This is an optimization exercise on Yosys and OpenROAD, whose aim is small area, a short achievable clock period and few clock cycles per item, not a production implementation. Where RTL was checked, it was by simulation tests only, not by an equivalence proof against the original. Function not checked in run 2: the RTL went through the layout flow alone.

==> flow/design.v, too long to show whole: its modules and the start of the top module <==
// module gf_ka64: 138 lines
// module gf128_field: 651 lines
module gf128_field (
    input  wire         clk,
    input  wire         rst,         
    input  wire         req_valid,
    output wire         req_ready,
    input  wire [1:0]   req_op,
    input  wire [127:0] req_a,
    input  wire [127:0] req_b,
    output reg          rsp_valid,
    output wire [127:0] rsp_data
);
  // ...
==> flow/run.sh <==
#!/bin/bash
# synth_recipe.tcl (not shown) runs the flow's synth.tcl, then flattens the netlist and writes it again
# the make line also repeats each setting of config.mk as NAME=value (left out here)
make -C /OpenROAD-flow-scripts/flow DESIGN_CONFIG=/design/flow/config.mk WORK_HOME=/design/flow/orfs CLKGATE_MAP_FILE= SYNTH_SCRIPT=/design/flow/synth_recipe.tcl finish
==> flow/config.mk <==
export PLATFORM = sky130hd
export DESIGN_NAME = gf128_field
export DESIGN_NICKNAME = gf128_field
export VERILOG_FILES = /design/flow/design.v
export SDC_FILE = /design/flow/constraint.sdc
export NUM_CORES = 4
export LEC_CHECK = 0
export CAP_MARGIN = 20
export CORE_MARGIN = 2
export CORE_UTILIZATION = 40
export SLEW_MARGIN = 20
==> flow/constraint.sdc <==
create_clock -name core_clock -period 6.0 [get_ports {clk}]
set_input_delay 1.2000 -clock core_clock [delete_from_list [all_inputs] [get_ports {clk}]]
set_output_delay 1.2000 -clock core_clock [all_outputs]
set_load 0.01 [all_outputs]
==> reports/results.tsv, run 1 <==
stage	metric	value	unit
clocking	cts_resized	0	
drt	wl_met2	165	mm
setup_path	cpLargestDelayFamily	XOR/XNOR gates	
drt	via_per_inst	6.00	
drt	dr.pass1.iters	8	
setup_path	worstSetupStartpoint	ya[52]	
finish	seq_cell_count	597	
sta	finalCriticalPeriod	5.90	ns
worst_hold_path	hp-start	busy	
synthesis	synth_edf_count	591	
finish	finish.utilization	46.6	%
floorplan	dieWidth	441	um
setup_path	worstPathRequired	6.45	ns
synthesis	syn_inst	9282	
finish	layout.nonclk_buf_share	10.3	%
run	maxCapViolations	0	
setup_path	path_class	register to register	
placement	post-place-cells	12200	
placement	place_hpwl	330	mm
placement	placed_cell_area	86000	um2
setup_path	end_kind	register	
sta	period_share	98.4	%
clocking	post_cts_buffers	0	
run_status	outcome	no timing/DRC/antenna violations	
synthesis	post-synth-top-count-cell	xnor2_1	
worst_hold_path	min_to	busy	
synthesis	synth_cell_types	68	
synthesis	synth_nets	9553	
finish	seq_share	20.2	%
sta	hold_violations	0	
sta	fin_worst_hold_slack	0.524	ns
setup_path	r2r_end	z[7]	
Testbench counts, summed over its fixed seeds: cycles 9,333, items 360.
==> module gf128_field, before the edit <==
module gf128_field (
    input  wire         clk,
    input  wire         rst,         
    input  wire         req_valid,
    output wire         req_ready,
    input  wire [1:0]   req_op,
    input  wire [127:0] req_a,
    input  wire [127:0] req_b,
    output reg          rsp_valid,
    output wire [127:0] rsp_data
);
  localparam OP_MUL = 2'd0;
  localparam OP_POW = 2'd1;
  localparam OP_INV = 2'd2;
  localparam I_START = 2'd0;   
  localparam I_WAIT  = 2'd1;   
  localparam I_SQ    = 2'd2;   
  localparam L_DBL   = 2'd0;
  localparam L_PLUS  = 2'd1;
  localparam L_FIN   = 2'd2;
  function [127:0] f_sq;
    input [127:0] v;
    begin
      f_sq[0] = v[0] ^ v[64] ^ v[127];
      f_sq[1] = v[64] ^ v[125] ^ v[127];
      f_sq[2] = v[1] ^ v[64] ^ v[65] ^ v[125] ^ v[127];
      f_sq[3] = v[65] ^ v[125] ^ v[126];
      f_sq[4] = v[2] ^ v[65] ^ v[66] ^ v[126];
      f_sq[5] = v[66] ^ v[126] ^ v[127];
      f_sq[6] = v[3] ^ v[66] ^ v[67] ^ v[127];
      f_sq[7] = v[64] ^ v[67];
      f_sq[8] = v[4] ^ v[67] ^ v[68] ^ v[125];
      f_sq[9] = v[65] ^ v[68];
      f_sq[10] = v[5] ^ v[68] ^ v[69] ^ v[126];
      f_sq[11] = v[66] ^ v[69];
      f_sq[12] = v[6] ^ v[69] ^ v[70] ^ v[127];
      f_sq[13] = v[67] ^ v[70];
      f_sq[14] = v[7] ^ v[70] ^ v[71];
      f_sq[15] = v[68] ^ v[71];
      f_sq[16] = v[8] ^ v[71] ^ v[72];
      f_sq[17] = v[69] ^ v[72];
      f_sq[18] = v[9] ^ v[72] ^ v[73];
      f_sq[19] = v[70] ^ v[73];
      f_sq[20] = v[10] ^ v[73] ^ v[74];
      f_sq[21] = v[71] ^ v[74];
      f_sq[22] = v[11] ^ v[74] ^ v[75];
      f_sq[23] = v[72] ^ v[75];
      f_sq[24] = v[12] ^ v[75] ^ v[76];
      f_sq[25] = v[73] ^ v[76];
      f_sq[26] = v[13] ^ v[76] ^ v[77];
      f_sq[27] = v[74] ^ v[77];
      f_sq[28] = v[14] ^ v[77] ^ v[78];
      f_sq[29] = v[75] ^ v[78];
      f_sq[30] = v[15] ^ v[78] ^ v[79];
      f_sq[31] = v[76] ^ v[79];
      f_sq[32] = v[16] ^ v[79] ^ v[80];
      f_sq[33] = v[77] ^ v[80];
      f_sq[34] = v[17] ^ v[80] ^ v[81];
      f_sq[35] = v[78] ^ v[81];
      f_sq[36] = v[18] ^ v[81] ^ v[82];
      f_sq[37] = v[79] ^ v[82];
      f_sq[38] = v[19] ^ v[82] ^ v[83];
      f_sq[39] = v[80] ^ v[83];
      f_sq[40] = v[20] ^ v[83] ^ v[84];
      f_sq[41] = v[81] ^ v[84];
      f_sq[42] = v[21] ^ v[84] ^ v[85];
      f_sq[43] = v[82] ^ v[85];
      f_sq[44] = v[22] ^ v[85] ^ v[86];
      f_sq[45] = v[83] ^ v[86];
      f_sq[46] = v[23] ^ v[86] ^ v[87];
      f_sq[47] = v[84] ^ v[87];
      f_sq[48] = v[24] ^ v[87] ^ v[88];
      f_sq[49] = v[85] ^ v[88];
      f_sq[50] = v[25] ^ v[88] ^ v[89];
      f_sq[51] = v[86] ^ v[89];
      f_sq[52] = v[26] ^ v[89] ^ v[90];
      f_sq[53] = v[87] ^ v[90];
      f_sq[54] = v[27] ^ v[90] ^ v[91];
      f_sq[55] = v[88] ^ v[91];
      f_sq[56] = v[28] ^ v[91] ^ v[92];
      f_sq[57] = v[89] ^ v[92];
      f_sq[58] = v[29] ^ v[92] ^ v[93];
      f_sq[59] = v[90] ^ v[93];
      f_sq[60] = v[30] ^ v[93] ^ v[94];
      f_sq[61] = v[91] ^ v[94];
      f_sq[62] = v[31] ^ v[94] ^ v[95];
      f_sq[63] = v[92] ^ v[95];
      f_sq[64] = v[32] ^ v[95] ^ v[96];
      f_sq[65] = v[93] ^ v[96];
      f_sq[66] = v[33] ^ v[96] ^ v[97];
      f_sq[67] = v[94] ^ v[97];
      f_sq[68] = v[34] ^ v[97] ^ v[98];
      f_sq[69] = v[95] ^ v[98];
      f_sq[70] = v[35] ^ v[98] ^ v[99];
      f_sq[71] = v[96] ^ v[99];
      f_sq[72] = v[36] ^ v[99] ^ v[100];
      f_sq[73] = v[97] ^ v[100];
      f_sq[74] = v[37] ^ v[100] ^ v[101];
      f_sq[75] = v[98] ^ v[101];
      f_sq[76] = v[38] ^ v[101] ^ v[102];
      f_sq[77] = v[99] ^ v[102];
      f_sq[78] = v[39] ^ v[102] ^ v[103];
      f_sq[79] = v[100] ^ v[103];
      f_sq[80] = v[40] ^ v[103] ^ v[104];
      f_sq[81] = v[101] ^ v[104];
      f_sq[82] = v[41] ^ v[104] ^ v[105];
      f_sq[83] = v[102] ^ v[105];
      f_sq[84] = v[42] ^ v[105] ^ v[106];
      f_sq[85] = v[103] ^ v[106];
      f_sq[86] = v[43] ^ v[106] ^ v[107];
      f_sq[87] = v[104] ^ v[107];
      f_sq[88] = v[44] ^ v[107] ^ v[108];
      f_sq[89] = v[105] ^ v[108];
      f_sq[90] = v[45] ^ v[108] ^ v[109];
      f_sq[91] = v[106] ^ v[109];
      f_sq[92] = v[46] ^ v[109] ^ v[110];
      f_sq[93] = v[107] ^ v[110];
      f_sq[94] = v[47] ^ v[110] ^ v[111];
      f_sq[95] = v[108] ^ v[111];
      f_sq[96] = v[48] ^ v[111] ^ v[112];
      f_sq[97] = v[109] ^ v[112];
      f_sq[98] = v[49] ^ v[112] ^ v[113];
      f_sq[99] = v[110] ^ v[113];
      f_sq[100] = v[50] ^ v[113] ^ v[114];
      f_sq[101] = v[111] ^ v[114];
      f_sq[102] = v[51] ^ v[114] ^ v[115];
      f_sq[103] = v[112] ^ v[115];
      f_sq[104] = v[52] ^ v[115] ^ v[116];
      f_sq[105] = v[113] ^ v[116];
      f_sq[106] = v[53] ^ v[116] ^ v[117];
      f_sq[107] = v[114] ^ v[117];
      f_sq[108] = v[54] ^ v[117] ^ v[118];
      f_sq[109] = v[115] ^ v[118];
      f_sq[110] = v[55] ^ v[118] ^ v[119];
      f_sq[111] = v[116] ^ v[119];
      f_sq[112] = v[56] ^ v[119] ^ v[120];
      f_sq[113] = v[117] ^ v[120];
      f_sq[114] = v[57] ^ v[120] ^ v[121];
      f_sq[115] = v[118] ^ v[121];
      f_sq[116] = v[58] ^ v[121] ^ v[122];
      f_sq[117] = v[119] ^ v[122];
      f_sq[118] = v[59] ^ v[122] ^ v[123];
      f_sq[119] = v[120] ^ v[123];
      f_sq[120] = v[60] ^ v[123] ^ v[124];
      f_sq[121] = v[121] ^ v[124];
      f_sq[122] = v[61] ^ v[124] ^ v[125];
      f_sq[123] = v[122] ^ v[125];
      f_sq[124] = v[62] ^ v[125] ^ v[126];
      f_sq[125] = v[123] ^ v[126];
      f_sq[126] = v[63] ^ v[126] ^ v[127];
      f_sq[127] = v[124] ^ v[127];
    end
  endfunction
  function [127:0] f_rz64;
    input [127:0] v;
    begin
      f_rz64[0] = v[64];
      f_rz64[1] = v[64] ^ v[65];
      f_rz64[2] = v[64] ^ v[65] ^ v[66];
      f_rz64[3] = v[65] ^ v[66] ^ v[67];
      f_rz64[4] = v[66] ^ v[67] ^ v[68];
      f_rz64[5] = v[67] ^ v[68] ^ v[69];
      f_rz64[6] = v[68] ^ v[69] ^ v[70];
      f_rz64[7] = v[64] ^ v[69] ^ v[70] ^ v[71];
      f_rz64[8] = v[65] ^ v[70] ^ v[71] ^ v[72];
      f_rz64[9] = v[66] ^ v[71] ^ v[72] ^ v[73];
      f_rz64[10] = v[67] ^ v[72] ^ v[73] ^ v[74];
      f_rz64[11] = v[68] ^ v[73] ^ v[74] ^ v[75];
      f_rz64[12] = v[69] ^ v[74] ^ v[75] ^ v[76];
      f_rz64[13] = v[70] ^ v[75] ^ v[76] ^ v[77];
      f_rz64[14] = v[71] ^ v[76] ^ v[77] ^ v[78];
      f_rz64[15] = v[72] ^ v[77] ^ v[78] ^ v[79];
      f_rz64[16] = v[73] ^ v[78] ^ v[79] ^ v[80];
      f_rz64[17] = v[74] ^ v[79] ^ v[80] ^ v[81];
      f_rz64[18] = v[75] ^ v[80] ^ v[81] ^ v[82];
      f_rz64[19] = v[76] ^ v[81] ^ v[82] ^ v[83];
      f_rz64[20] = v[77] ^ v[82] ^ v[83] ^ v[84];
      f_rz64[21] = v[78] ^ v[83] ^ v[84] ^ v[85];
      f_rz64[22] = v[79] ^ v[84] ^ v[85] ^ v[86];
      f_rz64[23] = v[80] ^ v[85] ^ v[86] ^ v[87];
      f_rz64[24] = v[81] ^ v[86] ^ v[87] ^ v[88];
      f_rz64[25] = v[82] ^ v[87] ^ v[88] ^ v[89];
      f_rz64[26] = v[83] ^ v[88] ^ v[89] ^ v[90];
      f_rz64[27] = v[84] ^ v[89] ^ v[90] ^ v[91];
      f_rz64[28] = v[85] ^ v[90] ^ v[91] ^ v[92];
      f_rz64[29] = v[86] ^ v[91] ^ v[92] ^ v[93];
      f_rz64[30] = v[87] ^ v[92] ^ v[93] ^ v[94];
      f_rz64[31] = v[88] ^ v[93] ^ v[94] ^ v[95];
      f_rz64[32] = v[89] ^ v[94] ^ v[95] ^ v[96];
      f_rz64[33] = v[90] ^ v[95] ^ v[96] ^ v[97];
      f_rz64[34] = v[91] ^ v[96] ^ v[97] ^ v[98];
      f_rz64[35] = v[92] ^ v[97] ^ v[98] ^ v[99];
      f_rz64[36] = v[93] ^ v[98] ^ v[99] ^ v[100];
      f_rz64[37] = v[94] ^ v[99] ^ v[100] ^ v[101];
      f_rz64[38] = v[95] ^ v[100] ^ v[101] ^ v[102];
      f_rz64[39] = v[96] ^ v[101] ^ v[102] ^ v[103];
      f_rz64[40] = v[97] ^ v[102] ^ v[103] ^ v[104];
      f_rz64[41] = v[98] ^ v[103] ^ v[104] ^ v[105];
      f_rz64[42] = v[99] ^ v[104] ^ v[105] ^ v[106];
      f_rz64[43] = v[100] ^ v[105] ^ v[106] ^ v[107];
      f_rz64[44] = v[101] ^ v[106] ^ v[107] ^ v[108];
      f_rz64[45] = v[102] ^ v[107] ^ v[108] ^ v[109];
      f_rz64[46] = v[103] ^ v[108] ^ v[109] ^ v[110];
      f_rz64[47] = v[104] ^ v[109] ^ v[110] ^ v[111];
      f_rz64[48] = v[105] ^ v[110] ^ v[111] ^ v[112];
      f_rz64[49] = v[106] ^ v[111] ^ v[112] ^ v[113];
      f_rz64[50] = v[107] ^ v[112] ^ v[113] ^ v[114];
      f_rz64[51] = v[108] ^ v[113] ^ v[114] ^ v[115];
      f_rz64[52] = v[109] ^ v[114] ^ v[115] ^ v[116];
      f_rz64[53] = v[110] ^ v[115] ^ v[116] ^ v[117];
      f_rz64[54] = v[111] ^ v[116] ^ v[117] ^ v[118];
      f_rz64[55] = v[112] ^ v[117] ^ v[118] ^ v[119];
      f_rz64[56] = v[113] ^ v[118] ^ v[119] ^ v[120];
      f_rz64[57] = v[114] ^ v[119] ^ v[120] ^ v[121];
      f_rz64[58] = v[115] ^ v[120] ^ v[121] ^ v[122];
      f_rz64[59] = v[116] ^ v[121] ^ v[122] ^ v[123];
      f_rz64[60] = v[117] ^ v[122] ^ v[123] ^ v[124];
      f_rz64[61] = v[118] ^ v[123] ^ v[124] ^ v[125];
      f_rz64[62] = v[119] ^ v[124] ^ v[125] ^ v[126];
      f_rz64[63] = v[120] ^ v[125] ^ v[126] ^ v[127];
      f_rz64[64] = v[0] ^ v[121] ^ v[126] ^ v[127];
      f_rz64[65] = v[1] ^ v[122] ^ v[127];
      f_rz64[66] = v[2] ^ v[123];
      f_rz64[67] = v[3] ^ v[124];
      f_rz64[68] = v[4] ^ v[125];
      f_rz64[69] = v[5] ^ v[126];
      f_rz64[70] = v[6] ^ v[127];
      f_rz64[71] = v[7];
      f_rz64[72] = v[8];
      f_rz64[73] = v[9];
      f_rz64[74] = v[10];
      f_rz64[75] = v[11];
      f_rz64[76] = v[12];
      f_rz64[77] = v[13];
      f_rz64[78] = v[14];
      f_rz64[79] = v[15];
      f_rz64[80] = v[16];
      f_rz64[81] = v[17];
      f_rz64[82] = v[18];
      f_rz64[83] = v[19];
      f_rz64[84] = v[20];
      f_rz64[85] = v[21];
      f_rz64[86] = v[22];
      f_rz64[87] = v[23];
      f_rz64[88] = v[24];
      f_rz64[89] = v[25];
      f_rz64[90] = v[26];
      f_rz64[91] = v[27];
      f_rz64[92] = v[28];
      f_rz64[93] = v[29];
      f_rz64[94] = v[30];
      f_rz64[95] = v[31];
      f_rz64[96] = v[32];
      f_rz64[97] = v[33];
      f_rz64[98] = v[34];
      f_rz64[99] = v[35];
      f_rz64[100] = v[36];
      f_rz64[101] = v[37];
      f_rz64[102] = v[38];
      f_rz64[103] = v[39];
      f_rz64[104] = v[40];
      f_rz64[105] = v[41];
      f_rz64[106] = v[42];
      f_rz64[107] = v[43];
      f_rz64[108] = v[44];
      f_rz64[109] = v[45];
      f_rz64[110] = v[46];
      f_rz64[111] = v[47];
      f_rz64[112] = v[48];
      f_rz64[113] = v[49];
      f_rz64[114] = v[50];
      f_rz64[115] = v[51];
      f_rz64[116] = v[52];
      f_rz64[117] = v[53];
      f_rz64[118] = v[54];
      f_rz64[119] = v[55];
      f_rz64[120] = v[56];
      f_rz64[121] = v[57];
      f_rz64[122] = v[58];
      f_rz64[123] = v[59];
      f_rz64[124] = v[60];
      f_rz64[125] = v[61];
      f_rz64[126] = v[62];
      f_rz64[127] = v[63];
    end
  endfunction
  function [127:0] f_rp64;
    input [127:0] v;
    begin
      f_rp64[0] = v[64];
      f_rp64[1] = v[64] ^ v[65];
      f_rp64[2] = v[64] ^ v[65] ^ v[66];
      f_rp64[3] = v[65] ^ v[66] ^ v[67];
      f_rp64[4] = v[66] ^ v[67] ^ v[68];
      f_rp64[5] = v[67] ^ v[68] ^ v[69];
      f_rp64[6] = v[68] ^ v[69] ^ v[70];
      f_rp64[7] = v[64] ^ v[69] ^ v[70] ^ v[71];
      f_rp64[8] = v[65] ^ v[70] ^ v[71] ^ v[72];
      f_rp64[9] = v[66] ^ v[71] ^ v[72] ^ v[73];
      f_rp64[10] = v[67] ^ v[72] ^ v[73] ^ v[74];
      f_rp64[11] = v[68] ^ v[73] ^ v[74] ^ v[75];
      f_rp64[12] = v[69] ^ v[74] ^ v[75] ^ v[76];
      f_rp64[13] = v[70] ^ v[75] ^ v[76] ^ v[77];
      f_rp64[14] = v[71] ^ v[76] ^ v[77] ^ v[78];
      f_rp64[15] = v[72] ^ v[77] ^ v[78] ^ v[79];
      f_rp64[16] = v[73] ^ v[78] ^ v[79] ^ v[80];
      f_rp64[17] = v[74] ^ v[79] ^ v[80] ^ v[81];
      f_rp64[18] = v[75] ^ v[80] ^ v[81] ^ v[82];
      f_rp64[19] = v[76] ^ v[81] ^ v[82] ^ v[83];
      f_rp64[20] = v[77] ^ v[82] ^ v[83] ^ v[84];
      f_rp64[21] = v[78] ^ v[83] ^ v[84] ^ v[85];
      f_rp64[22] = v[79] ^ v[84] ^ v[85] ^ v[86];
      f_rp64[23] = v[80] ^ v[85] ^ v[86] ^ v[87];
      f_rp64[24] = v[81] ^ v[86] ^ v[87] ^ v[88];
      f_rp64[25] = v[82] ^ v[87] ^ v[88] ^ v[89];
      f_rp64[26] = v[83] ^ v[88] ^ v[89] ^ v[90];
      f_rp64[27] = v[84] ^ v[89] ^ v[90] ^ v[91];
      f_rp64[28] = v[85] ^ v[90] ^ v[91] ^ v[92];
      f_rp64[29] = v[86] ^ v[91] ^ v[92] ^ v[93];
      f_rp64[30] = v[87] ^ v[92] ^ v[93] ^ v[94];
      f_rp64[31] = v[88] ^ v[93] ^ v[94] ^ v[95];
      f_rp64[32] = v[89] ^ v[94] ^ v[95] ^ v[96];
      f_rp64[33] = v[90] ^ v[95] ^ v[96] ^ v[97];
      f_rp64[34] = v[91] ^ v[96] ^ v[97] ^ v[98];
      f_rp64[35] = v[92] ^ v[97] ^ v[98] ^ v[99];
      f_rp64[36] = v[93] ^ v[98] ^ v[99] ^ v[100];
      f_rp64[37] = v[94] ^ v[99] ^ v[100] ^ v[101];
      f_rp64[38] = v[95] ^ v[100] ^ v[101] ^ v[102];
      f_rp64[39] = v[96] ^ v[101] ^ v[102] ^ v[103];
      f_rp64[40] = v[97] ^ v[102] ^ v[103] ^ v[104];
      f_rp64[41] = v[98] ^ v[103] ^ v[104] ^ v[105];
      f_rp64[42] = v[99] ^ v[104] ^ v[105] ^ v[106];
      f_rp64[43] = v[100] ^ v[105] ^ v[106] ^ v[107];
      f_rp64[44] = v[101] ^ v[106] ^ v[107] ^ v[108];
      f_rp64[45] = v[102] ^ v[107] ^ v[108] ^ v[109];
      f_rp64[46] = v[103] ^ v[108] ^ v[109] ^ v[110];
      f_rp64[47] = v[104] ^ v[109] ^ v[110] ^ v[111];
      f_rp64[48] = v[105] ^ v[110] ^ v[111] ^ v[112];
      f_rp64[49] = v[106] ^ v[111] ^ v[112] ^ v[113];
      f_rp64[50] = v[107] ^ v[112] ^ v[113] ^ v[114];
      f_rp64[51] = v[108] ^ v[113] ^ v[114] ^ v[115];
      f_rp64[52] = v[109] ^ v[114] ^ v[115] ^ v[116];
      f_rp64[53] = v[110] ^ v[115] ^ v[116] ^ v[117];
      f_rp64[54] = v[111] ^ v[116] ^ v[117] ^ v[118];
      f_rp64[55] = v[112] ^ v[117] ^ v[118] ^ v[119];
      f_rp64[56] = v[113] ^ v[118] ^ v[119] ^ v[120];
      f_rp64[57] = v[114] ^ v[119] ^ v[120] ^ v[121];
      f_rp64[58] = v[115] ^ v[120] ^ v[121] ^ v[122];
      f_rp64[59] = v[116] ^ v[121] ^ v[122] ^ v[123];
      f_rp64[60] = v[117] ^ v[122] ^ v[123] ^ v[124];
      f_rp64[61] = v[118] ^ v[123] ^ v[124] ^ v[125];
      f_rp64[62] = v[119] ^ v[124] ^ v[125] ^ v[126];
      f_rp64[63] = v[120] ^ v[125] ^ v[126];
      f_rp64[64] = v[0] ^ v[121] ^ v[126];
      f_rp64[65] = v[1] ^ v[122];
      f_rp64[66] = v[2] ^ v[123];
      f_rp64[67] = v[3] ^ v[124];
      f_rp64[68] = v[4] ^ v[125];
      f_rp64[69] = v[5] ^ v[126];
      f_rp64[70] = v[6];
      f_rp64[71] = v[7];
      f_rp64[72] = v[8];
      f_rp64[73] = v[9];
      f_rp64[74] = v[10];
      f_rp64[75] = v[11];
      f_rp64[76] = v[12];
      f_rp64[77] = v[13];
      f_rp64[78] = v[14];
      f_rp64[79] = v[15];
      f_rp64[80] = v[16];
      f_rp64[81] = v[17];
      f_rp64[82] = v[18];
      f_rp64[83] = v[19];
      f_rp64[84] = v[20];
      f_rp64[85] = v[21];
      f_rp64[86] = v[22];
      f_rp64[87] = v[23];
      f_rp64[88] = v[24];
      f_rp64[89] = v[25];
      f_rp64[90] = v[26];
      f_rp64[91] = v[27];
      f_rp64[92] = v[28];
      f_rp64[93] = v[29];
      f_rp64[94] = v[30];
      f_rp64[95] = v[31];
      f_rp64[96] = v[32];
      f_rp64[97] = v[33];
      f_rp64[98] = v[34];
      f_rp64[99] = v[35];
      f_rp64[100] = v[36];
      f_rp64[101] = v[37];
      f_rp64[102] = v[38];
      f_rp64[103] = v[39];
      f_rp64[104] = v[40];
      f_rp64[105] = v[41];
      f_rp64[106] = v[42];
      f_rp64[107] = v[43];
      f_rp64[108] = v[44];
      f_rp64[109] = v[45];
      f_rp64[110] = v[46];
      f_rp64[111] = v[47];
      f_rp64[112] = v[48];
      f_rp64[113] = v[49];
      f_rp64[114] = v[50];
      f_rp64[115] = v[51];
      f_rp64[116] = v[52];
      f_rp64[117] = v[53];
      f_rp64[118] = v[54];
      f_rp64[119] = v[55];
      f_rp64[120] = v[56];
      f_rp64[121] = v[57];
      f_rp64[122] = v[58];
      f_rp64[123] = v[59];
      f_rp64[124] = v[60];
      f_rp64[125] = v[61];
      f_rp64[126] = v[62];
      f_rp64[127] = v[63];
    end
  endfunction
  reg         busy;
  reg         acc_pend;
  reg [1:0]   mode;
  reg         m0, m1, m2;      
  reg [63:0]  xa, xb, ya, yb;  
  reg [127:0] z;
  reg [127:0] s;
  reg [63:0]  e;
  reg         one;             
  reg [1:0]   ist;
  reg [1:0]   ilast;
  reg [2:0]   ij;
  reg [4:0]   icnt;
  assign req_ready = acc_pend;
  assign rsp_data  = z;
  wire [126:0] p;
  gf_ka64 u_mul (.a(xa), .b(ya), .p(p));
  wire [127:0] p128 = {1'b0, p};
  wire [127:0] zmul = p128
                    ^ (m2 ? f_rp64(p128) : 128'h0)
                    ^ ((m1 | m2) ? f_rz64(z) : 128'h0)
                    ^ (m1 ? z : 128'h0);
  reg          sq_z;           
  wire [127:0] sq1 = f_sq(sq_z ? z : s);
  wire [127:0] sq2 = f_sq(sq1);
  wire mul_free = ~(m0 | m1 | m2);
  wire e_zero   = (e == 64'h0);
  wire fin_mul = (mode == OP_MUL) & m2;
  wire fin_pow = (mode == OP_POW) & e_zero & (m2 | mul_free);
  wire fin_inv = (mode == OP_INV) & m2 & (ilast == L_FIN);
  wire fin     = busy & (fin_mul | fin_pow | fin_inv);
  wire load    = (~busy | fin) & req_valid & ~acc_pend;
  reg        x_from_a, x_from_z, x_one;
  reg        y_from_b, y_from_s, y_from_sq;
  reg        s_from_a, s_from_sq1, s_from_sq2;
  reg        e_load, e_sh1, e_sh2;
  reg        z_from_s, z_one;
  reg        start;
  always @* begin
    x_from_a = 1'b0; x_from_z = 1'b0; x_one = 1'b0;
    y_from_b = 1'b0; y_from_s = 1'b0; y_from_sq = 1'b0;
    s_from_a = 1'b0; s_from_sq1 = 1'b0; s_from_sq2 = 1'b0;
    e_load = 1'b0; e_sh1 = 1'b0; e_sh2 = 1'b0;
    z_from_s = 1'b0; z_one = 1'b0;
    start = 1'b0;
    sq_z = 1'b0;
    if (load) begin
      case (req_op)
        OP_POW: begin
          s_from_a = 1'b1;
          e_load   = 1'b1;
        end
        OP_INV: begin
          s_from_a = 1'b1;
          x_from_a = 1'b1;
        end
        default: begin
          x_from_a = 1'b1;
          y_from_b = 1'b1;
          start    = 1'b1;
        end
      endcase
    end
    if (busy && !fin) begin
      if (mode == OP_POW) begin
        if (!e_zero) begin
          if (e[0]) begin
            if (one) begin
              z_from_s   = 1'b1;
              s_from_sq1 = 1'b1;
              e_sh1      = 1'b1;
            end else if (mul_free) begin
              x_from_z   = 1'b1;
              y_from_s   = 1'b1;
              start      = 1'b1;
              s_from_sq1 = 1'b1;
              e_sh1      = 1'b1;
            end
          end else if (!e[1]) begin
            s_from_sq2 = 1'b1;
            e_sh2      = 1'b1;
          end else begin
            s_from_sq1 = 1'b1;
            e_sh1      = 1'b1;
          end
        end
      end else if (mode == OP_INV) begin
        case (ist)
          I_START: begin
            y_from_sq = 1'b1;
            start     = 1'b1;
          end
          I_SQ: begin
            if (icnt == 5'd0) begin
              y_from_sq = 1'b1;
              start     = 1'b1;
            end else begin
              s_from_sq2 = 1'b1;
            end
          end
          default: begin   
            if (mul_free) begin
              if (ilast == L_DBL) begin
                sq_z      = 1'b1;
                y_from_sq = 1'b1;
                x_from_a  = 1'b1;
                start     = 1'b1;
              end else if (ij == 3'd5) begin
                sq_z      = 1'b1;
                y_from_sq = 1'b1;
                x_one     = 1'b1;
                start     = 1'b1;
              end else begin
                sq_z       = 1'b1;
                x_from_z   = 1'b1;
                s_from_sq2 = 1'b1;
              end
            end
          end
        endcase
      end
    end
  end
  always @(posedge clk) begin
    if (rst) begin
      busy      <= 1'b0;
      acc_pend  <= 1'b0;
      rsp_valid <= 1'b0;
      m0        <= 1'b0;
      m1        <= 1'b0;
      m2        <= 1'b0;
    end else begin
      rsp_valid <= fin;
      m0 <= start;
      m1 <= m0;
      m2 <= m1;
      if (load) begin
        busy     <= 1'b1;
        mode     <= req_op;
        acc_pend <= (req_op != OP_INV);
        one      <= 1'b1;
        ist      <= I_START;
      end else begin
        if (fin)
          busy <= 1'b0;
        if (req_valid)
          acc_pend <= 1'b0;
        if (busy && !fin && mode == OP_POW && z_from_s)
          one <= 1'b0;
        if (busy && !fin && mode == OP_INV) begin
          case (ist)
            I_START: begin
              ist   <= I_WAIT;
              ilast <= L_DBL;
              ij    <= 3'd0;
            end
            I_SQ: begin
              if (icnt == 5'd0) begin
                ist   <= I_WAIT;
                ilast <= L_DBL;
              end
              icnt <= icnt - 5'd1;
            end
            default: begin
              if (mul_free) begin
                if (ilast == L_DBL) begin
                  ilast <= L_PLUS;
                  if (ij == 3'd5)
                    acc_pend <= 1'b1;
                end else if (ij == 3'd5) begin
                  ilast <= L_FIN;
                end else begin
                  ist  <= I_SQ;
                  ij   <= ij + 3'd1;
                  icnt <= (5'd1 << (ij + 3'd1)) - 5'd2;
                end
              end
            end
          endcase
        end
      end
    end
  end
  always @(posedge clk) begin
    if (x_from_a) begin
      xa <= req_a[127:64];
      xb <= req_a[63:0];
    end else if (x_from_z) begin
      xa <= z[127:64];
      xb <= z[63:0];
    end else if (x_one) begin
      xa <= 64'h0;
      xb <= 64'h1;
    end else if (m0) begin
      xa <= xa ^ xb;
    end else if (m1) begin
      xa <= xb;
    end
    if (y_from_b) begin
      ya <= req_b[127:64];
      yb <= req_b[63:0];
    end else if (y_from_s) begin
      ya <= s[127:64];
      yb <= s[63:0];
    end else if (y_from_sq) begin
      ya <= sq1[127:64];
      yb <= sq1[63:0];
    end else if (m0) begin
      ya <= ya ^ yb;
    end else if (m1) begin
      ya <= yb;
    end
    if (m0 | m1 | m2)
      z <= zmul;
    else if (z_from_s)
      z <= s;
    else if (fin & (mode == OP_POW) & one)
      z <= 128'h1;
    if (s_from_a)
      s <= req_a;
    else if (s_from_sq2)
      s <= sq2;
    else if (s_from_sq1)
      s <= sq1;
    if (e_load)
      e <= req_b[63:0];
    else if (e_sh2)
      e <= {2'b00, e[63:2]};
    else if (e_sh1)
      e <= {1'b0, e[63:1]};
  end
endmodule
==> inputs of run 2 (changes only) <==
--- a/flow/design.v
+++ b/flow/design.v
@@ -152,8 +152,6 @@
   localparam OP_INV = 2'd2;
-  localparam I_START = 2'd0;   
-  localparam I_WAIT  = 2'd1;   
-  localparam I_SQ    = 2'd2;   
-  localparam L_DBL   = 2'd0;
-  localparam L_PLUS  = 2'd1;
-  localparam L_FIN   = 2'd2;
+  localparam I_START = 3'd0;   
+  localparam I_SQ    = 3'd1;   
+  localparam I_WAIT2 = 3'd2;   
+  localparam I_FINW  = 3'd3;   
   function [127:0] f_sq;
@@ -566,4 +564,3 @@
   reg         one;             
-  reg [1:0]   ist;
-  reg [1:0]   ilast;
+  reg [2:0]   ist;
   reg [2:0]   ij;
@@ -586,6 +583,6 @@
   wire fin_pow = (mode == OP_POW) & e_zero & (m2 | mul_free);
-  wire fin_inv = (mode == OP_INV) & m2 & (ilast == L_FIN);
+  wire fin_inv = (mode == OP_INV) & m2 & (ist == I_FINW);
   wire fin     = busy & (fin_mul | fin_pow | fin_inv);
   wire load    = (~busy | fin) & req_valid & ~acc_pend;
-  reg        x_from_a, x_from_z, x_one;
+  reg        x_from_a, x_from_z, x_from_zm, x_one;
   reg        y_from_b, y_from_s, y_from_sq;
@@ -596,3 +593,3 @@
   always @* begin
-    x_from_a = 1'b0; x_from_z = 1'b0; x_one = 1'b0;
+    x_from_a = 1'b0; x_from_z = 1'b0; x_from_zm = 1'b0; x_one = 1'b0;
     y_from_b = 1'b0; y_from_s = 1'b0; y_from_sq = 1'b0;
@@ -628,4 +625,5 @@
               e_sh1      = 1'b1;
-            end else if (mul_free) begin
-              x_from_z   = 1'b1;
+            end else if (m2 | mul_free) begin
+              x_from_zm  = m2;
+              x_from_z   = mul_free;
               y_from_s   = 1'b1;
@@ -646,29 +644,26 @@
           I_START: begin
-            y_from_sq = 1'b1;
-            start     = 1'b1;
+            s_from_sq1 = 1'b1;
+            y_from_sq  = 1'b1;
+            start      = 1'b1;
           end
           I_SQ: begin
-            if (icnt == 5'd0) begin
+            if (icnt != 5'd0) begin
+              s_from_sq2 = 1'b1;
+            end else if (m2 | mul_free) begin
               y_from_sq = 1'b1;
+              x_from_zm = m2;
+              x_from_z  = mul_free;
               start     = 1'b1;
-            end else begin
-              s_from_sq2 = 1'b1;
             end
           end
-          default: begin   
+          I_WAIT2: begin
             if (mul_free) begin
-              if (ilast == L_DBL) begin
-                sq_z      = 1'b1;
-                y_from_sq = 1'b1;
-                x_from_a  = 1'b1;
-                start     = 1'b1;
-              end else if (ij == 3'd5) begin
-                sq_z      = 1'b1;
-                y_from_sq = 1'b1;
-                x_one     = 1'b1;
-                start     = 1'b1;
+              sq_z      = 1'b1;
+              y_from_sq = 1'b1;
+              start     = 1'b1;
+              if (ij == 3'd5) begin
+                x_one      = 1'b1;
               end else begin
-                sq_z       = 1'b1;
-                x_from_z   = 1'b1;
-                s_from_sq2 = 1'b1;
+                x_from_a   = 1'b1;
+                s_from_sq1 = 1'b1;
               end
@@ -676,2 +671,3 @@
           end
+          default: ;
         endcase
@@ -709,21 +705,16 @@
             I_START: begin
-              ist   <= I_WAIT;
-              ilast <= L_DBL;
-              ij    <= 3'd0;
+              ist  <= I_SQ;
+              ij   <= 3'd0;
+              icnt <= 5'd0;
             end
             I_SQ: begin
-              if (icnt == 5'd0) begin
-                ist   <= I_WAIT;
-                ilast <= L_DBL;
-              end
-              icnt <= icnt - 5'd1;
+              if (icnt != 5'd0)
+                icnt <= icnt - 5'd1;
+              else if (m2 | mul_free)
+                ist <= I_WAIT2;
             end
-            default: begin
+            I_WAIT2: begin
               if (mul_free) begin
-                if (ilast == L_DBL) begin
-                  ilast <= L_PLUS;
-                  if (ij == 3'd5)
-                    acc_pend <= 1'b1;
-                end else if (ij == 3'd5) begin
-                  ilast <= L_FIN;
+                if (ij == 3'd5) begin
+                  ist <= I_FINW;
                 end else begin
@@ -731,3 +722,5 @@
                   ij   <= ij + 3'd1;
-                  icnt <= (5'd1 << (ij + 3'd1)) - 5'd2;
+                  icnt <= (5'd1 << (ij + 3'd1)) - 5'd1;
+                  if (ij == 3'd4)
+                    acc_pend <= 1'b1;
                 end
@@ -735,2 +728,3 @@
             end
+            default: ;
           endcase
@@ -747,2 +741,5 @@
       xb <= z[63:0];
+    end else if (x_from_zm) begin
+      xa <= zmul[127:64];
+      xb <= zmul[63:0];
     end else if (x_one) begin
--- a/flow/config.mk
+++ b/flow/config.mk
@@ -7,2 +7,3 @@
 export LEC_CHECK = 0
+export ABC_CLOCK_PERIOD_IN_PS = 4500
 export CAP_MARGIN = 20
@@ -10,2 +11,3 @@
 export CORE_UTILIZATION = 40
+export SETUP_SLACK_MARGIN = 1.5
 export SLEW_MARGIN = 20
==> run 2 against run 1 <==
Compared with the run above:
- via count grew 13%
- clock skew grew 0.0028 ns
- sequential share of layout area shrank 4.5 points
- critical endpoint is now z[8]
- clock-buffer cell count grew 11
- still clean on timing, DRC and antenna
- synthesized area grew 2.3%
- critical path type unchanged
==> reports/results.tsv, run 2 <==
stage	metric	value	unit	change
setup_path	cp_max_fo	5		was 12
finish	layout.nets	11600		was 10000
setup_path	path_class	register to register		unchanged
floorplan	dieWidth	446	um	was 441 um
sta	setup_viol	0		unchanged
sta	period_share	83.2	%	was 98.4%
setup_path	worstPathArrival	5.44	ns	was 6.35 ns
clocking	root_buffer	clkbuf_16		unchanged
synthesis	synth_area_leaders	xnor2_1 (25%), edfxtp_1 (23%), xor2_1 (9.4%), nor2_1 (9.0%), nand2_1 (5.7%)		was xnor2_1 (26%), edfxtp_1 (23%), xor2_1 (10%), nor2_1 (7.8%), nand2_1 (6.4%)
finish	area_growth_syn_to_layout	45.4	%	was 16.0%
synthesis	ys.flop_type	edfxtp_1		unchanged
setup_path	reg2reg_from	ya[14]		was ya[52]
global_routing	antenna_found_initial	20		was 17
synthesis	synth_top_area_share	25.3	%	was 25.7%
drt	dr.pass1.iters	7		was 8
setup_path	end_kind	register		unchanged
clocking	cts.sinks	595		was 597
synthesis	post-synth-top-count-cell	xnor2_1		unchanged
synthesis	ys_seq_area_share	22.8	%	was 23.4%
sta	finalMaxSlewViolations	0		unchanged
global_routing	grt_first_pass_wirelength	620	mm	was 566 mm
global_routing	grt_max_degree	154		was 127
floorplan	die_h	446	um	was 441 um
synthesis	synthArstFlopShare	0	%	unchanged
worst_hold_path	hp-start	acc_pend		was busy
synthesis	ys_seq_elements	595		was 597
drt	drc	0		unchanged
run	maxCapViolations	0		unchanged
drt	ant_nets	0		unchanged
clocking	ctsHoldBuffers	0		unchanged
synthesis	synth_edf_count	589		was 591
drt	drt-wirelength-per-cell	34.3	um	was 34.1 um
synthesis	netlist_area	78000	um2	was 76200 um2
synthesis	syn_inst	9632		was 9282
finish	drive_gt1_share	28.9	%	was 9.78%
floorplan	dieArea	199000	um2	was 194000 um2
drt	drt-total-wl	479	mm	was 420 mm
floorplan	core	194000	um2	was 190000 um2
clocking	clkTransAtPathRegs	0.07	ns	about the same
setup_path	start_kind	register		unchanged
finish	largestRegisters	s: 128 flops, z: 128 flops		unchanged
finish	fillers	16800		was 18700
sta	fin_worst_hold_slack	0.527	ns	was 0.524 ns
placement	post-place-cells	12800		was 12200
clocking	cts_max_level	3		unchanged
drt	via_per_inst	5.98		was 6.00
clocking	cts_tree	done		unchanged
finish	finish.utilization	58.3	%	was 46.6%
placement	place_hpwl	359	mm	was 330 mm
floorplan	placement_rows	162		was 160
placement	dp_slack	0.00361	ns	was 0.513 ns
global_routing	overflow	0		unchanged
sta	rsz0062_at_grt	yes		was no
drt	dr.first_iter.drc_count	13300		was 12300
sta	skew	0.0404	ns	was 0.0376 ns
sta	tightest_slew	1.37	ns	was 1.27 ns
sta	fmax	0.200	GHz	was 0.169 GHz
sta	max_slew_margin	8.03	%	was 15.0%
synthesis	syn_area_per_cell	8.10	um2	was 8.21 um2
clocking	clk-insertion-delay-late	0.74	ns	was 0.71 ns
clocking	cts_buffer_depth	3		unchanged
clocking	cts_buffers	76		was 72
worst_hold_path	hp-class	register to register		unchanged
sta	finalCriticalPeriod	4.99	ns	was 5.90 ns
synthesis	synth_area_leader_cell	xnor2_1		unchanged
run_status	outcome	no timing/DRC/antenna violations		unchanged
synthesis	synth_cell_types	70		was 68
global_routing	grt_pass1_vias	73700		was 68000
synthesis	yosys_warnings	1		unchanged
finish	layout_commonest_cell	nor2_1		was xnor2_1
sta	setup_ws	1.01	ns	was 0.0984 ns
sta	hold_violations	0		unchanged
setup_path	worstSetupStartpoint	ya[14]		was ya[52]
setup_path	worstPathRequired	6.45	ns	about the same
floorplan	floorplan.initialDensity	40.1	%	was 40.2%
synthesis	synthTopCellsByCount	xnor2_1 (2251), nor2_1 (1879), nand2_1 (1188)		was xnor2_1 (2237), nor2_1 (1575), nand2_1 (1293)
drt	num_vias	83300		was 73900
finish	fin_cells	13900		was 12300
finish	most-common-layout-cells	nor2_1 (1756), xnor2_1 (1676), buf_4 (1309)		was xnor2_1 (2230), nor2_1 (1565), nand2_1 (1290)
synthesis	synth_nets	9907		was 9553
placement	place.gp.congestion	1.07		was 1.10
global_routing	grt_usage	45.1	%	was 41.8%
placement	port-buffer-count	390		unchanged
floorplan	io-pin-count	391		unchanged
run 2: cell families (layout without fill, tap and decap cells):
family	Yosys count	after routing	share of synthesized area, %
flops	595	595	22.8
mux	203	203	2.61
simple gates	3268	3269	16.3
other cells	0	8	0
xor+xnor	3421	3421	43.5
compound gates	1434	1434	10.8
buf+inv	697	2456	3.74
fa+ha+maj	14	14	0.225
run 2: final timing paths:
check / endpoint / slack (ns) / cells after the start
worst min-delay path: acc_pend / 0.53 / 2
worst max-delay path: z[8] / 1.01 / 23
worst max register to register: z[8] / 1.01 / 23
worst min register to register: acc_pend / 0.53 / 2
run 2: final cells by class:
class	count	area (um2)	share of cell area (%)
timing repair buffer	2300	22600	19.9
sequential	595	17800	15.7
clock inverter	47	369	0.325
inverter	19	80.1	0.0706
multi-input combinational	8341	67300	59.4
tap	2542	3180	2.80
antenna	8	20.0	0.0177
clock buffer	90	1980	1.74
run 2: stage by stage:
stage                     instance area, um2  setup TNS (ns)
final                                 113000               0
after global routing                  113000               0
after CTS                              99700               0
after detailed placement               90100               0
after global placement                 90100          -0.536
after floorplan                        78100               0
run 2: what timing repair did:
action                                  in CTS  in global routing
resized for setup                          499               1488
buffers inserted                           384                588
endpoints found under the setup margin     547                489
pin swaps                                  193                768
gates cloned                                 1                 19
run 2: layer usage:
| metal | vias to the layer above | track usage [%] | share of wire (%) |
|---|---|---|---|
| li1 | 35000 | - | - |
| met1 | 40500 | 58.5 | 36 |
| met2 | 6422 | 63.3 | 40 |
| met3 | 1364 | 14.0 | 14 |
| met4 | 18 | 31.6 | 9.4 |
| met5 | - | 0 | 0.023 |
run 2: worst max-delay path: stages (launching register included):
cell and delay, ns:
edfxtp_1 0.41, buf_12 0.18, buf_4 0.18, xnor2_4 0.15, buf_2 0.19, nor2_1 0.20
xor2_1 0.23, xnor2_1 0.15, xnor2_2 0.36, xnor2_1 0.20, xnor2_2 0.17, buf_4 0.17
xnor2_1 0.13, buf_4 0.16, xnor2_2 0.24, xnor2_2 0.18, buf_12 0.17, xor2_1 0.24
buf_4 0.21, xnor2_2 0.14, nand2_1 0.10, xnor2_1 0.25, buf_4 0.20, o21ai_1 0.06
==> inputs of run 3 (changes only) <==
--- a/flow/design.v
+++ b/flow/design.v
@@ -579,2 +579,3 @@
   wire [127:0] sq2 = f_sq(sq1);
+  wire [127:0] sq4 = f_sq(f_sq(sq2));
   wire mul_free = ~(m0 | m1 | m2);
@@ -588,4 +589,4 @@
   reg        y_from_b, y_from_s, y_from_sq;
-  reg        s_from_a, s_from_sq1, s_from_sq2;
-  reg        e_load, e_sh1, e_sh2;
+  reg        s_from_a, s_from_sq1, s_from_sq2, s_from_sq4;
+  reg        e_load, e_sh1, e_sh2, e_sh4;
   reg        z_from_s, z_one;
@@ -595,4 +596,4 @@
     y_from_b = 1'b0; y_from_s = 1'b0; y_from_sq = 1'b0;
-    s_from_a = 1'b0; s_from_sq1 = 1'b0; s_from_sq2 = 1'b0;
-    e_load = 1'b0; e_sh1 = 1'b0; e_sh2 = 1'b0;
+    s_from_a = 1'b0; s_from_sq1 = 1'b0; s_from_sq2 = 1'b0; s_from_sq4 = 1'b0;
+    e_load = 1'b0; e_sh1 = 1'b0; e_sh2 = 1'b0; e_sh4 = 1'b0;
     z_from_s = 1'b0; z_one = 1'b0;
@@ -633,2 +634,5 @@
             end
+          end else if (e[3:1] == 3'b000) begin
+            s_from_sq4 = 1'b1;
+            e_sh4      = 1'b1;
           end else if (!e[1]) begin
@@ -649,3 +653,5 @@
           I_SQ: begin
-            if (icnt != 5'd0) begin
+            if (icnt > 5'd1) begin
+              s_from_sq4 = 1'b1;
+            end else if (icnt == 5'd1) begin
               s_from_sq2 = 1'b1;
@@ -722,3 +728,3 @@
                   ij   <= ij + 3'd1;
-                  icnt <= (5'd1 << (ij + 3'd1)) - 5'd1;
+                  icnt <= 5'd1 << ij;
                   if (ij == 3'd4)
@@ -774,2 +780,4 @@
       s <= req_a;
+    else if (s_from_sq4)
+      s <= sq4;
     else if (s_from_sq2)
@@ -780,2 +788,4 @@
       e <= req_b[63:0];
+    else if (e_sh4)
+      e <= {4'b0000, e[63:4]};
     else if (e_sh2)
--- a/flow/config.mk
+++ b/flow/config.mk
@@ -7,3 +7,2 @@
 export LEC_CHECK = 0
-export ABC_CLOCK_PERIOD_IN_PS = 4500
 export CAP_MARGIN = 20
@@ -11,3 +10,2 @@
 export CORE_UTILIZATION = 40
-export SETUP_SLACK_MARGIN = 1.5
 export SLEW_MARGIN = 20
==> run 3 against run 2 <==
Compared with the run above:
- the layout now fails its checks (setup timing)
- synthesized cell count is 10% higher
- utilization fell by 9.9 points
- routed wire length grew 6.7%
==> reports/results.tsv, run 3 <==
stage	metric	value	unit	change
run_status	outcome	finished with violations		was no timing/DRC/antenna violations
run_status	check.faults	setup timing		
sta	skew	0.0305	ns	was 0.0404 ns
finish	layout_commonest_cell	xnor2_1		was nor2_1
floorplan	die_h	462	um	was 446 um
placement	port-buffer-count	390		unchanged
drt	drt-total-wl	511	mm	was 479 mm
clocking	cts_tree	done		unchanged
clocking	cts_buffer_depth	3		unchanged
synthesis	netlist_area	84100	um2	was 78000 um2
clocking	cts.sinks	595		unchanged
synthesis	synth_top_area_share	26.6	%	was 25.3%
global_routing	grt_pass1_vias	79700		was 73700
setup_path	worstPathRequired	6.45	ns	about the same
setup_path	cp_max_fo	9		was 5
worst_hold_path	hp-class	register to register		unchanged
sta	max_slew_margin	15.7	%	was 8.03%
floorplan	dieWidth	462	um	was 446 um
floorplan	floorplan.initialDensity	40.2	%	was 40.1%
setup_path	path_class	register to register		unchanged
synthesis	synth_nets	10900		was 9907
clocking	cts_buffers	76		unchanged
synthesis	syn_inst	10600		was 9632
setup_path	rrSetupSlack	-0.09	ns	was 1.01 ns
finish	drive_gt1_share	14.0	%	was 28.9%
global_routing	antenna_found_initial	41		was 20
setup_path	slowest_stage	edfxtp_1		unchanged
finish	area_growth_syn_to_layout	20.7	%	was 45.4%
synthesis	synthTopCellsByCount	xnor2_1 (2550), nor2_1 (1811), nand2_1 (1494)		was xnor2_1 (2251), nor2_1 (1879), nand2_1 (1188)
setup_path	path_cells	buf_4, nand2_1, xnor2_1, xnor2_1, xnor2_1, xnor3_1, xnor2_1, xnor3_1, xnor3_1, xor2_1, xnor2_1, o22ai_1, o21ai_1, xor2_1, o21ai_1, o21a_1		was buf_12, buf_4, xnor2_4, buf_2, nor2_1, xor2_1, xnor2_1, xnor2_2, xnor2_1, xnor2_2, buf_4, xnor2_1, buf_4, xnor2_2, xnor2_2, buf_12, xor2_1, buf_4, xnor2_2, nand2_1, xnor2_1, buf_4, o21ai_1
sta	setup_viol	6		was 0
placement	place_hpwl	409	mm	was 359 mm
drt	ant_nets	0		unchanged
run	maxCapViolations	0		unchanged
drt	drt-wirelength-per-cell	35.3	um	was 34.3 um
global_routing	grt_max_degree	139		was 154
global_routing	grt_usage	45.8	%	was 45.1%
clocking	clkTransAtPathRegs	0.06	ns	was 0.07 ns
global_routing	overflow	0		unchanged
setup_path	cpLargestDelayFamily	XOR/XNOR gates		unchanged
synthesis	ys.flop_type	edfxtp_1		unchanged
global_routing	grt_first_pass_wirelength	683	mm	was 620 mm
setup_path	end_kind	register		unchanged
setup_path	max_stage_delay	0.89	ns	was 0.41 ns
setup_path	crit_top_cell	xnor2_1		
floorplan	dieArea	214000	um2	was 199000 um2
sta	rsz0062_at_grt	no		was yes
drt	dr.first_iter.drc_count	13500		was 13300
sta	tightest_slew	1.26	ns	was 1.37 ns
synthesis	synth_area_leaders	xnor2_1 (27%), edfxtp_1 (21%), xor2_1 (10%), nor2_1 (8.1%), nand2_1 (6.7%)		was xnor2_1 (25%), edfxtp_1 (23%), xor2_1 (9.4%), nor2_1 (9.0%), nand2_1 (5.7%)
synthesis	yosys_warnings	1		unchanged
clocking	cts_max_level	3		unchanged
synthesis	syn_area_per_cell	7.93	um2	was 8.10 um2
floorplan	core	209000	um2	was 194000 um2
finish	largestRegisters	s: 128 flops, z: 128 flops		unchanged
floorplan	placement_rows	168		was 162
setup_path	worstPathArrival	6.54	ns	was 5.44 ns
synthesis	synthArstFlopShare	0	%	unchanged
setup_path	path_buf_inv	1		was 8
placement	place.gp.congestion	1.12		was 1.07
finish	layout.nets	11800		was 11600
sta	final.setup.tns	-0.250	ns	was 0 ns
finish	most-common-layout-cells	xnor2_1 (2536), nor2_1 (1806), nand2_1 (1489)		was nor2_1 (1756), xnor2_1 (1676), buf_4 (1309)
clocking	root_buffer	clkbuf_16		unchanged
sta	finalMaxSlewViolations	0		unchanged
finish	fillers	20700		was 16800
sta	setup_ws	-0.0907	ns	was 1.01 ns
synthesis	post-synth-top-count-cell	xnor2_1		unchanged
synthesis	synth_cell_types	74		was 70
synthesis	ys_seq_elements	595		unchanged
sta	hold_violations	0		unchanged
synthesis	synth_area_leader_cell	xnor2_1		unchanged
drt	drc	0		unchanged
synthesis	ys_seq_area_share	21.2	%	was 22.8%
sta	fmax	0.164	GHz	was 0.200 GHz
sta	fin_worst_hold_slack	0.538	ns	was 0.527 ns
sta	finalCriticalPeriod	6.09	ns	was 4.99 ns
drt	via_per_inst	5.97		was 5.98
drt	num_vias	86300		was 83300
setup_path	start_kind	register		unchanged
drt	dr.pass1.iters	7		unchanged
sta	period_share	102	%	was 83.2%
synthesis	synth_edf_count	589		unchanged
floorplan	io-pin-count	391		unchanged
clocking	clk-insertion-delay-late	0.73	ns	was 0.74 ns
-- run 3: cell count changes in the layout (fill, tap and decap cells not counted), sizes merged, moves of 57 or more --
| cell | change |
|---|---|
| mux2i | -110 |
| xnor2 | +349 |
| o211ai | +57 |
| o21ai | +129 |
| nor2 | -68 |
| buf | -650 |
| nand2 | +306 |
| xor2 | +177 |
-- run 3: worst reg2reg max path, stage by stage (launching register included) --
cell	delay (ns)
edfxtp_1	0.89
buf_4	0.32
nand2_1	0.08
xnor2_1	0.19
xnor2_1	0.10
xnor2_1	0.54
xnor3_1	0.76
xnor2_1	0.24
xnor3_1	0.89
xnor3_1	0.50
xor2_1	0.26
xnor2_1	0.15
o22ai_1	0.09
o21ai_1	0.14
xor2_1	0.37
o21ai_1	0.17
o21a_1	0.14
-- run 3: path summary, 6_finish.rpt --
path,endpoint,start,cells past startpoint
max,xb[35],xa[50],16
min,rsp_valid,busy,1
min reg2reg,rsp_valid,busy,1
max reg2reg,xb[35],xa[50],16
-- run 3: through the flow --
stage	cells	instance area [um2]	setup slack, ns	util (%)
after floorplan	10600	84100	0.249	-
after global placement	14300	98700	-0.0833	47.1
after detailed placement	14300	98800	0.140	47.2
after CTS	14400	101000	0.0951	48.4
after global routing	14400	101000	0.0122	48.5
final	14500	102000	-0.0907	48.5
-- run 3: cell families (layout without fill, tap and decap cells) --
group                      after synthesis  count (layout)  share of synthesized area, %
xor gates and xnor gates              3909            3909                          45.4
muxes                                   92              92                          1.10
other                                    0              25                             0
AOI/OAI and AO/OA                     1701            1701                          12.0
DFF                                    595             595                          21.2
buffers and inverters                  778            1796                          3.94
adders and majority gates               15              15                         0.223
and+or+nand+nor                       3518            3518                          16.2
-- run 3: layout make-up --
| class | count | area, um2 | share of cell area, % |
|---|---|---|---|
| Multi-Input combinational cell | 9235 | 63300 | 62.4 |
| Clock buffer | 106 | 2140 | 2.11 |
| Sequential cell | 595 | 17800 | 17.6 |
| Inverter | 23 | 86.3 | 0.0851 |
| Clock inverter | 30 | 340 | 0.335 |
| Timing Repair Buffer | 1637 | 14200 | 14.0 |
| Antenna cell | 25 | 62.6 | 0.0616 |
| Tap cell | 2805 | 3510 | 3.46 |
-- run 3: repair_timing --
item | in CTS | in global routing
buffers inserted | 0 | 8
resized for setup | 0 | 7
hold buffers | 0 | 0
endpoints found under the setup margin | 0 | 10
-- run 3: layer usage --
| layer | routed length [um] | global-route usage (%) |
|---|---|---|
| met1 | 186000 | 56.9 |
| met2 | 206000 | 65.1 |
| met3 | 67200 | 14.0 |
| met4 | 51300 | 37.4 |
| met5 | 32 | 0 |
Testbench counts of run 3, summed over its fixed seeds: cycles 7,001, items 360.
==> inputs of run 4 (changes only) <==
--- a/flow/design.v
+++ b/flow/design.v
@@ -564,2 +564,6 @@
   reg         one;             
+  reg [127:0] t;
+  reg         tneed;           
+  reg         tinit;           
+  reg         tst;
   reg [2:0]   ist;
@@ -580,2 +584,3 @@
   wire [127:0] sq4 = f_sq(f_sq(sq2));
+  wire [127:0] tsq2 = f_sq(f_sq(t));
   wire mul_free = ~(m0 | m1 | m2);
@@ -583,3 +588,3 @@
   wire fin_mul = (mode == OP_MUL) & m2;
-  wire fin_pow = (mode == OP_POW) & e_zero & (m2 | mul_free);
+  wire fin_pow = (mode == OP_POW) & e_zero & (m2 | mul_free) & ~tinit;
   wire fin_inv = (mode == OP_INV) & m2 & (ist == I_FINW);
@@ -588,3 +593,4 @@
   reg        x_from_a, x_from_z, x_from_zm, x_one;
-  reg        y_from_b, y_from_s, y_from_sq;
+  reg        y_from_b, y_from_s, y_from_sq, y_from_t;
+  reg        t_from_z, t_from_sq2;
   reg        s_from_a, s_from_sq1, s_from_sq2, s_from_sq4;
@@ -595,3 +601,4 @@
     x_from_a = 1'b0; x_from_z = 1'b0; x_from_zm = 1'b0; x_one = 1'b0;
-    y_from_b = 1'b0; y_from_s = 1'b0; y_from_sq = 1'b0;
+    y_from_b = 1'b0; y_from_s = 1'b0; y_from_sq = 1'b0; y_from_t = 1'b0;
+    t_from_z = 1'b0; t_from_sq2 = 1'b0;
     s_from_a = 1'b0; s_from_sq1 = 1'b0; s_from_sq2 = 1'b0; s_from_sq4 = 1'b0;
@@ -605,2 +612,3 @@
           s_from_a = 1'b1;
+          x_from_a = 1'b1;
           e_load   = 1'b1;
@@ -620,25 +628,35 @@
       if (mode == OP_POW) begin
-        if (!e_zero) begin
-          if (e[0]) begin
-            if (one) begin
+        if (tinit) begin
+          if (!tst) begin
+            y_from_sq = 1'b1;
+            start     = 1'b1;
+          end else if (mul_free) begin
+            t_from_z  = 1'b1;
+          end
+        end else if (!e_zero) begin
+          if (e[1:0] != 2'b00) begin
+            if (one && e[1:0] == 2'b01) begin
               z_from_s   = 1'b1;
-              s_from_sq1 = 1'b1;
-              e_sh1      = 1'b1;
-            end else if (m2 | mul_free) begin
-              x_from_zm  = m2;
-              x_from_z   = mul_free;
-              y_from_s   = 1'b1;
+              s_from_sq2 = 1'b1;
+              t_from_sq2 = 1'b1;
+              e_sh2      = 1'b1;
+            end else if (one | m2 | mul_free) begin
+              x_one      = one;
+              x_from_zm  = ~one & m2;
+              x_from_z   = ~one & mul_free;
+              y_from_s   = (e[1:0] == 2'b01);
+              y_from_sq  = (e[1:0] == 2'b10);
+              y_from_t   = (e[1:0] == 2'b11);
               start      = 1'b1;
-              s_from_sq1 = 1'b1;
-              e_sh1      = 1'b1;
+              s_from_sq2 = 1'b1;
+              t_from_sq2 = 1'b1;
+              e_sh2      = 1'b1;
             end
-          end else if (e[3:1] == 3'b000) begin
+          end else if (!tneed && e[3:2] == 2'b00) begin
             s_from_sq4 = 1'b1;
             e_sh4      = 1'b1;
-          end else if (!e[1]) begin
+          end else begin
             s_from_sq2 = 1'b1;
+            t_from_sq2 = 1'b1;
             e_sh2      = 1'b1;
-          end else begin
-            s_from_sq1 = 1'b1;
-            e_sh1      = 1'b1;
           end
@@ -701,2 +719,6 @@
         ist      <= I_START;
+        tneed    <= |(req_b[63:0] & {req_b[62:0], 1'b0} & 64'haaaa_aaaa_aaaa_aaaa);
+        tinit    <= (req_op == OP_POW) &&
+                    |(req_b[63:0] & {req_b[62:0], 1'b0} & 64'haaaa_aaaa_aaaa_aaaa);
+        tst      <= 1'b0;
       end else begin
@@ -706,4 +728,9 @@
           acc_pend <= 1'b0;
-        if (busy && !fin && mode == OP_POW && z_from_s)
+        if (busy && !fin && mode == OP_POW && (z_from_s || x_one))
           one <= 1'b0;
+        if (busy && !fin && mode == OP_POW && tinit) begin
+          tst <= 1'b1;
+          if (t_from_z)
+            tinit <= 1'b0;
+        end
         if (busy && !fin && mode == OP_INV) begin
@@ -767,2 +794,5 @@
       yb <= sq1[63:0];
+    end else if (y_from_t) begin
+      ya <= t[127:64];
+      yb <= t[63:0];
     end else if (m0) begin
@@ -786,2 +816,6 @@
       s <= sq1;
+    if (t_from_z)
+      t <= z;
+    else if (t_from_sq2)
+      t <= tsq2;
     if (e_load)
==> run 4 against run 3 <==
Compared with the run above:
- the layout still fails its checks (setup timing)
- worst hold slack better by 0.0042 ns
- die area rose by 9.2%
- critical path depth rose by 3
- critical path type unchanged
- clock-buffer cell count fell by 2
- register-to-register slack got worse by 0.14 ns
- setup slack got worse by 0.14 ns
- first-iteration DRC count grew 27%
==> reports/results.tsv, run 4 <==
stage	metric	value	unit	change
finish	multi_input_area	67500	um2	was 63300 um2
floorplan	core	228000	um2	was 209000 um2
drt	dr.first_iter.drc_count	17100		was 13500
clocking	ctsHoldBuffers	0		unchanged
finish	fillers	22300		was 20700
run_status	check.faults	setup timing		unchanged
synthesis	synth_area_leader_cell	xnor2_1		unchanged
clocking	root_buffer	clkbuf_16		unchanged
drt	dr.pass1.iters	9		was 7
setup_path	worstPathRequired	6.54	ns	was 6.45 ns
synthesis	netlist_area	91900	um2	was 84100 um2
global_routing	antenna_found_initial	46		was 41
floorplan	dieWidth	483	um	was 462 um
sta	max_slew_margin	8.91	%	was 15.7%
finish	most-common-layout-cells	xnor2_1 (2829), nor2_1 (1923), nand2_1 (1372)		was xnor2_1 (2536), nor2_1 (1806), nand2_1 (1489)
synthesis	synth_nets	11600		was 10900
global_routing	grt_usage	50.7	%	was 45.8%
synthesis	post-synth-top-count-cell	xnor2_1		unchanged
sta	setup_viol	8		was 6
synthesis	synth_area_leaders	xnor2_1 (27%), edfxtp_1 (24%), xor2_1 (11%), nor2_1 (7.9%), nand2_1 (5.6%)		was xnor2_1 (27%), edfxtp_1 (21%), xor2_1 (10%), nor2_1 (8.1%), nand2_1 (6.7%)
drt	ant_nets	0		unchanged
finish	drive_gt1_share	13.2	%	was 14.0%
global_routing	overflow	0		unchanged
clocking	cts_tree	done		unchanged
floorplan	placement_rows	175		was 168
placement	place.gp.congestion	1.16		was 1.12
clocking	clk-insertion-delay-late	0.78	ns	was 0.73 ns
finish	layout_commonest_cell	xnor2_1		unchanged
synthesis	synth_cell_types	76		was 74
global_routing	grt_max_degree	149		was 139
sta	hold_violations	0		unchanged
drt	drt-wirelength-per-cell	40.0	um	was 35.3 um
finish	largestRegisters	s: 128 flops, t: 128 flops, z: 128 flops		was s: 128 flops, z: 128 flops
synthesis	synthTopCellsByCount	xnor2_1 (2871), nor2_1 (1929), nand2_1 (1380)		was xnor2_1 (2550), nor2_1 (1811), nand2_1 (1494)
synthesis	ys_seq_elements	726		was 595
finish	seq_area	21800	um2	was 17800 um2
setup_path	worstPathArrival	6.77	ns	was 6.54 ns
finish	layout.nets	12600		was 11800
global_routing	grt_first_pass_wirelength	810	mm	was 683 mm
synthesis	syn_inst	11300		was 10600
synthesis	ys.flop_type	edfxtp_1		unchanged
placement	place_hpwl	491	mm	was 409 mm
floorplan	floorplan.initialDensity	40.3	%	was 40.2%
finish	finish.utilization	48.8	%	was 48.5%
drt	via_per_inst	6.28		was 5.97
finish	area_growth_syn_to_layout	21.2	%	was 20.7%
floorplan	die_h	483	um	was 462 um
setup_path	start_kind	register		unchanged
floorplan	dieArea	234000	um2	was 214000 um2
synthesis	synth_top_area_share	27.4	%	was 26.6%
run	maxCapViolations	0		unchanged
run_status	outcome	finished with violations		unchanged
setup_path	path_class	register to register		unchanged
setup_path	cp_max_fo	8		was 9
clocking	cts_buffer_depth	3		unchanged
clocking	cts_buffers	89		was 76
synthesis	synth_edf_count	720		was 589
drt	drt-total-wl	616	mm	was 511 mm
synthesis	syn_area_per_cell	8.13	um2	was 7.93 um2
worst_hold_path	hp-class	register to register		unchanged
sta	skew	0.0465	ns	was 0.0305 ns
sta	finalCriticalPeriod	6.23	ns	was 6.09 ns
sta	setup_ws	-0.226	ns	was -0.0907 ns
clocking	cts.sinks	726		was 595
clocking	cts_max_level	3		unchanged
sta	finalMaxSlewViolations	0		unchanged
drt	num_vias	96800		was 86300
sta	rsz0062_at_grt	no		unchanged
setup_path	end_kind	register		unchanged
sta	fmax	0.161	GHz	was 0.164 GHz
placement	port-buffer-count	390		unchanged
sta	final.setup.tns	-0.618	ns	was -0.250 ns
drt	drc	0		unchanged
synthesis	yosys_warnings	1		unchanged
sta	fin_worst_hold_slack	0.542	ns	was 0.538 ns
global_routing	grt_pass1_vias	89300		was 79700
clocking	clkTransAtPathRegs	0.07	ns	was 0.06 ns
floorplan	io-pin-count	391		unchanged
synthesis	ys_seq_area_share	23.7	%	was 21.2%
synthesis	synthArstFlopShare	0	%	unchanged
sta	tightest_slew	1.36	ns	was 1.26 ns
sta	period_share	104	%	was 102%
run 4: layer usage:
layer  wire length [um]  part of all wire [%]  track usage (%)
met5                 92                 0.015           0.0612
met1             213000                    34             59.0
met2             242000                    39             70.3
met4              73300                    12             47.4
met3              88200                    14             20.3
run 4: cell families after synthesis:
group | synth area share (%)
AO/OA/AOI/OAI | 11.6
XOR/XNOR | 44.4
adder cells (fa/ha/maj) | 0.204
buffers and inverters | 3.60
flip-flops | 23.7
multiplexers | 1.58
AND/OR/NAND/NOR | 14.9
run 4: what timing repair did:
item,CTS,global route
endpoints found under the setup margin,12,24
resized for setup,9,24
gates cloned,0,0
setup buffers,3,18
run 4: worst paths after layout:
path,from,endpoint,slack [ns],cells past startpoint
hold / removal,busy,rsp_valid,0.54,1
hold reg to reg,busy,rsp_valid,0.54,1
setup reg to reg,ya[17],xa[62],-0.23,19
setup / recovery,ya[17],xa[62],-0.23,19
run 4: through the flow:
| stage | instances | setup slack [ns] | instance area [um2] |
|---|---|---|---|
| floorplan | 11300 | 0.427 | 91900 |
| global placement | 15200 | -0.419 | 108000 |
| detailed placement | 15200 | -0.291 | 108000 |
| CTS | 15400 | 0.00856 | 111000 |
| global route | 15400 | 0.00157 | 111000 |
| finish | 15400 | -0.226 | 111000 |
run 4: final cells by class:
type                            count  area share, %
Timing Repair Buffer             1730           13.6
Inverter                           33          0.111
Clock inverter                     61          0.568
Clock buffer                      104           2.10
Sequential cell                   726           19.5
Tap cell                         3009           3.38
Antenna cell                       31         0.0697
Multi-Input combinational cell   9726           60.7
run 4: worst max-delay path, stage by stage (launching register included):
cell	delay, ns
edfxtp_1	0.93
buf_4	0.35
nand2_1	0.09
xnor2_1	0.24
xnor3_1	0.46
xnor2_1	0.36
buf_4	0.21
xnor3_1	0.29
xor2_1	0.23
xnor3_1	0.61
xnor2_2	0.30
buf_4	0.20
xnor2_2	0.40
buf_4	0.24
mux2i_1	0.08
o2bb2ai_1	0.17
a32oi_1	0.27
xnor2_1	0.18
o21ai_0	0.16
buf_4	0.18
Testbench counts of run 4, summed over its fixed seeds: cycles 5,769, items 360.

[port drivers added, routing unchanged]
In the flow no input, the clock included, has a driving cell. The finished layouts below were timed again as built, in two steps. Step 1 (the two cells are an assumption about what drives the block):
set clk [get_ports {clk}]
set_driving_cell -lib_cell sky130_fd_sc_hd__clkbuf_16 $clk
set_driving_cell -lib_cell sky130_fd_sc_hd__buf_2 [delete_from_list [all_inputs] $clk]
Step 2 also shifts input and output timing later by t, the mid clock arrival at the registers, as if the neighbouring blocks saw the same clock. Three values: ideal, step 1, step 2; two values: the first two.
run	t, ns	setup slack, ns	hold WS [ns]	clock arrival spread, ns	worst slew at a driven data input, ns
run 1	0.774	0.098 / 0.098 / 0.098	0.524 / 0.524 / 0.524	0.037 / 0.037	0.09
run 2	0.805	1.008 / 1.008 / 1.008	0.527 / 0.527 / 0.527	0.040 / 0.040	0.08
run 3	0.797	-0.091 / -0.091 / -0.091	0.538 / 0.538 / 0.538	0.031 / 0.031	0.12
run 4	0.859	-0.226 / -0.226 / -0.226	0.542 / 0.542 / 0.542	0.047 / 0.046	0.13
